Context: an optimization exercise on an open-source flow, tuned for small area, a short achievable clock period and few clock cycles. The choices shown serve that exercise and are no tape-out recipe.
Only simulation tests tie the RTL to the original design; equivalence was not proved.
No activity file was given, so power comes from the tool's default toggle rates. No driver is modelled on the clock port, so clocking that relies on it looks cheaper here than on a real chip.

## pix_decoder
module pix_decoder #(
    parameter W = 8,
    parameter H = 8
) (
    input  wire        clk,
    input  wire        rst,
    input  wire        start,
    input  wire [8:0]  plen,
    input  wire [15:0] ilen,
    output reg         busy,
    input  wire        pal_valid,
    input  wire [23:0] pal_data,
    output reg         pal_ready,
    input  wire        in_valid,
    input  wire [7:0]  in_data,
    output reg         in_ready,
    output reg         pix_valid,
    output reg  [23:0] pix_data,
    input  wire        pix_ready,
    output reg         done,
    output wire        err,
    output wire [7:0]  errcode,
    output wire [3:0]  bpp,
    output wire [8:0]  skipcnt,
    output reg  [19:0] trailbits
);
Size: about 3,700 cells after synthesis, about 1,700 flip-flops, ~130 I/O pins, about 0.049 mm^2 of cells after synthesis.
==> module pix_decoder, before the edit <==
module pix_decoder #(
    parameter W = 8,
    parameter H = 8
) (
    input  wire        clk,
    input  wire        rst,
    input  wire        start,
    input  wire [8:0]  plen,
    input  wire [15:0] ilen,
    output reg         busy,
    input  wire        pal_valid,
    input  wire [23:0] pal_data,
    output reg         pal_ready,
    input  wire        in_valid,
    input  wire [7:0]  in_data,
    output reg         in_ready,
    output reg         pix_valid,
    output reg  [23:0] pix_data,
    input  wire        pix_ready,
    output reg         done,
    output wire        err,
    output wire [7:0]  errcode,
    output wire [3:0]  bpp,
    output wire [8:0]  skipcnt,
    output reg  [19:0] trailbits
);
    localparam NMAX = W * H;
    localparam IW   = (NMAX > 1) ? $clog2(NMAX) : 1;    
    localparam CW   = $clog2(NMAX + 1);                   
    function [3:0] bits_per_pixel;
        input [8:0] n;
        integer k;
        begin
            bits_per_pixel = 4'd1;
            for (k = 1; k <= 8; k = k + 1)
                if (n > (1 << (k - 1)))
                    bits_per_pixel = k[3:0];
        end
    endfunction
    reg           err_r;          
    reg           e_empty;        
    reg           e_bad;          
    reg  [2:0]    b;              
    reg  [CW-1:0] skip;
    reg  [CW-1:0] plen_r;
    reg  [CW-1:0] pal_cnt;        
    reg  [IW-1:0] r;              
    reg  [15:0]   bytes_left;     
    reg           bz;             
    reg           b1;             
    assign err       = err_r;
    assign errcode   = {1'b0, e_bad, e_empty, e_empty, 2'b00, err_r, e_empty};
    assign bpp       = {1'b0, b};
    assign skipcnt   = {{(9-CW){1'b0}}, skip};
    reg  [24*NMAX-1:0] ring;
    reg  [7:0]    bb0, bb1, bb2;
    reg  [1:0]    f;              
    reg  [2:0]    p;              
    reg           hw;             
    reg           wcross;          
    reg  [CW-1:0] ndec;           
    reg           dec_done;       
    reg           qv0, qv1;
    reg  [IW-1:0] qi0, qi1;       
    reg           qb0, qb1;       
    reg  [IW-1:0] selh;           
    wire accept    = start && !busy;
    wire plen_bad  = (plen > NMAX);
    wire plen_zero = (plen == 9'd0);
    wire plen_ok   = !plen_bad && !plen_zero;
    wire take_pal  = pal_valid && pal_ready;
    wire take_byte = in_valid && in_ready;
    wire [15:0] w16   = {bb1, bb0} >> p;
    wire [5:0]  wmask = (6'd1 << b) - 6'd1;
    wire [5:0]  v     = w16[5:0] & wmask;
    wire        v_in  = ({1'b0, v} < plen_r);
    wire produce = busy && !dec_done && !qv1 && (hw || bz);
    wire consume = produce && hw;
    wire pop     = consume && wcross;
    wire push    = take_byte && !dec_done;
    wire nblk    = !hw || !v_in;
    wire [3:0] s_now = {1'b0, p} + {1'b0, b};         
    wire [2:0] p_adv = s_now[2:0];                    
    wire [3:0] s_adv = {1'b0, p_adv} + {1'b0, b};     
    wire [1:0] f_ap  = f - {1'b0, pop};
    wire [1:0] f_n   = f_ap + {1'b0, push};
    wire [3:0] s_n   = consume ? s_adv : s_now;
    wire       hw_n  = f_n[1] || (f_n == 2'd1 && s_n <= 4'd8);
    wire adv_out = !pix_valid || pix_ready;
    wire byp     = !qb0 && ({1'b0, qi0} == pal_cnt) && take_pal;
    wire ready_h = qb0 || ({1'b0, qi0} < pal_cnt) || byp;
    wire deq     = qv0 && ready_h && adv_out;
    wire [23:0] ring_in = take_pal ? pal_data : ring[24*NMAX-1 -: 24];
    reg  [23:0] ring_rd;
    integer k;
    always @(*) begin
        ring_rd = 24'h000000;
        for (k = 0; k < NMAX - 1; k = k + 1)
            ring_rd = ring_rd | (ring[24*k +: 24] & {24{!qb0 && selh == k}});
        ring_rd = ring_rd | (ring_in & {24{!qb0 && selh == NMAX - 1}});
    end
    wire pix_fin  = dec_done && !qv0 && !qv1 && adv_out;
    wire pal_fin  = (pal_cnt == plen_r) || (take_pal && (pal_cnt + 1'b1 == plen_r));
    wire byte_fin = bz || (b1 && take_byte);
    wire fin      = busy && pix_fin && pal_fin && byte_fin;
    always @(posedge clk)
        ring <= {ring[24*(NMAX-1)-1:0], ring_in};
    always @(posedge clk) begin
        if (rst) begin
            busy      <= 1'b0;
            done      <= 1'b0;
            pal_ready <= 1'b0;
            in_ready  <= 1'b0;
            qv0       <= 1'b0;
            qv1       <= 1'b0;
            pix_valid <= 1'b0;
        end else if (accept) begin
            done      <= !plen_ok;
            busy      <= plen_ok;
            err_r     <= !plen_ok;
            e_empty   <= plen_zero;
            e_bad     <= plen_bad;
            pal_ready <= plen_ok;
            in_ready  <= plen_ok && (ilen != 16'd0);
            begin
                b          <= bits_per_pixel(plen);
                plen_r     <= plen[CW-1:0];
                pal_cnt    <= {CW{1'b0}};
                r          <= {IW{1'b0}};
                bytes_left <= ilen;
                bz         <= (ilen == 16'd0);
                b1         <= (ilen == 16'd1);
                trailbits  <= {ilen, 3'b000};
                skip       <= {CW{1'b0}};
                ndec       <= {CW{1'b0}};
                dec_done   <= 1'b0;
                f          <= 2'd0;
                p          <= 3'd0;
                hw         <= 1'b0;
                wcross      <= 1'b0;
            end
        end else begin
            r <= r + 1'b1;
            if (fin) begin
                busy <= 1'b0;
                done <= 1'b1;
            end
            if (take_pal)
                pal_cnt <= pal_cnt + 1'b1;
            pal_ready <= busy && !fin && (take_pal ? (pal_cnt + 1'b1 < plen_r)
                                                   : (pal_cnt < plen_r && r + 1'b1 == pal_cnt[IW-1:0]));
            if (take_byte) begin
                bytes_left <= bytes_left - 1'b1;
                bz         <= b1;
                b1         <= (bytes_left == 16'd2);
            end
            in_ready <= busy && !fin && !byte_fin &&
                        (dec_done || (produce && ndec == NMAX - 1) || f_n != 2'd3);
            f <= f_n;
            if (push && f_ap == 2'd0) bb0 <= in_data;
            else if (pop)             bb0 <= bb1;
            if (push && f_ap == 2'd1) bb1 <= in_data;
            else if (pop)             bb1 <= bb2;
            if (push && f_ap == 2'd2) bb2 <= in_data;
            hw    <= hw_n;
            wcross <= s_n[3];
            if (produce) begin
                ndec <= ndec + 1'b1;
                if (ndec == NMAX - 1)
                    dec_done <= 1'b1;
            end
            if (consume) begin
                p         <= p_adv;
                trailbits <= trailbits - {17'd0, b};
                if (!v_in)
                    skip <= skip + 1'b1;
            end
            qv1 <= (qv1 || produce && qv0) && !deq;
            qv0 <= qv1 || (qv0 && !deq) || produce;
            if (produce) begin
                qi1 <= v;
                qb1 <= nblk;
            end
            if (deq || !qv0) begin
                if (qv1) begin
                    qi0  <= qi1;
                    qb0  <= qb1;
                    selh <= r - qi1;
                end else begin
                    qi0  <= v;
                    qb0  <= nblk;
                    selh <= r - v;
                end
            end else begin
                selh <= selh + 1'b1;
            end
            if (adv_out)
                pix_valid <= deq;
            if (deq)
                pix_data <= ring_rd;
        end
    end
endmodule
==> flow/config.mk <==
export PLATFORM = sky130hd
export DESIGN_NAME = pix_decoder
export DESIGN_NICKNAME = pix_decoder
export VERILOG_FILES = /design/flow/design.v
export SDC_FILE = /design/flow/constraint.sdc
export NUM_CORES = 4
export LEC_CHECK = 0
export ABC_CLOCK_PERIOD_IN_PS = 2500
export CAP_MARGIN = 20
export CORE_MARGIN = 2
export CORE_UTILIZATION = 55
export SLEW_MARGIN = 20
==> flow/constraint.sdc <==
create_clock -name core_clock -period 10.0 [get_ports {clk}]
set_input_delay 2.0000 -clock core_clock [delete_from_list [all_inputs] [get_ports {clk}]]
set_output_delay 2.0000 -clock core_clock [all_outputs]
set_load 0.01 [all_outputs]
standard.sh (not shown) runs the stock make flow with config.mk's settings and CLKGATE_MAP_FILE= SYNTH_SCRIPT=/design/flow/synth_recipe.tcl, a recipe that flattens the netlist after the stock synthesis.
==> flow/flow/run.sh <==
#!/bin/bash
# Layout flow: the standard flow (standard.sh, ORFS on the design's
# SDC and clock period), with timing repair asked to leave more setup slack
# than the 10 ns clock needs, so that the layout reaches a shorter period;
# plain buffers on the ports and no dummy clock-tree loads.
# Each tool's full output goes to standard.log and the ORFS logs.
export SETUP_SLACK_MARGIN=6.7
export BUFFER_PORTS_ARGS="-buffer_cell sky130_fd_sc_hd__buf_2"
export CTS_ARGS="-sink_clustering_enable -repair_clock_nets -dont_use_dummy_load -sink_clustering_size 30 -sink_clustering_max_diameter 100"
bash standard.sh > standard.log 2>&1
Testbench counts at the start, summed over its fixed seeds: cycles 31,409.
Rerun with:
--- a/flow/design.v
+++ b/flow/design.v
@@ -87,20 +87,20 @@
     wire [3:0] s_n   = consume ? s_adv : s_now;
     wire       hw_n  = f_n[1] || (f_n == 2'd1 && s_n <= 4'd8);
     wire adv_out = !pix_valid || pix_ready;
     wire byp     = !qb0 && ({1'b0, qi0} == pal_cnt) && take_pal;
     wire ready_h = qb0 || ({1'b0, qi0} < pal_cnt) || byp;
     wire deq     = qv0 && ready_h && adv_out;
-    wire [23:0] ring_in = take_pal ? pal_data : ring[24*NMAX-1 -: 24];
+    wire [23:0] ring_in = take_pal ? ~pal_data : ring[24*NMAX-1 -: 24];
     reg  [23:0] ring_rd;
     integer k;
     always @(*) begin
         ring_rd = 24'h000000;
         for (k = 0; k < NMAX - 1; k = k + 1)
-            ring_rd = ring_rd | (ring[24*k +: 24] & {24{!qb0 && selh == k}});
-        ring_rd = ring_rd | (ring_in & {24{!qb0 && selh == NMAX - 1}});
+            ring_rd = ring_rd | (~ring[24*k +: 24] & {24{!qb0 && selh == k}});
+        ring_rd = ring_rd | (~ring_in & {24{!qb0 && selh == NMAX - 1}});
     end
     wire pix_fin  = dec_done && !qv0 && !qv1 && adv_out;
     wire pal_fin  = (pal_cnt == plen_r) || (take_pal && (pal_cnt + 1'b1 == plen_r));
     wire byte_fin = bz || (b1 && take_byte);
     wire fin      = busy && pix_fin && pal_fin && byte_fin;
     always @(posedge clk)
The new run ran to the end with no violations.
Hold slack is better by 0.018 ns.
Synthesized area is lower by 2.1%.
Total power is higher by 0.95%.
Die area is lower by 2.1%.
Flip-flop and latch count does not change.
Design area is lower by 0.90%.
Setup slack is better by 0.038 ns.
Core utilization is higher by 0.68 points.
Routed wire length is higher by 0.31%.
Global-route usage is higher by 0.47 points.
Maximum frequency is higher by 1.1%.
Final cell count is higher by 0.77%.
Clock power hardly moves.
Clock skew is lower by 0.027 ns.
Testbench counts after the change, summed over its fixed seeds: cycles 31,409.

[separate check: timing with driven ports]
How much do the figures lean on ideal ports? The routed layouts below were timed once more, with nothing changed but the port constraints. Step 1 assumes that a clkbuf_16 drives the clock port and a buf_2 every other input. Step 2 moves the port delays by t, midway between the first and last clock arrival at a register: inputs arrive t later, outputs are due t later. That takes back most of the time a late clock gives input paths. Slacks: no drivers / after step 1 / after step 2; pairs: no drivers / after step 1.
run	t, ns	slack for setup (ns)	worst hold slack (ns)	pins driven straight from the clock port
the first run	0.705	6.607 / 6.536 / 6.032	0.284 / 0.284 / 0.284	1
the second run	0.713	6.644 / 6.575 / 6.018	0.302 / 0.302 / 0.302	1
After both steps setup and hold are still met in every run listed. For the second run, which loses most, drivers alone change the setup slack by -0.069 ns; drivers and shift together by -0.626 ns.
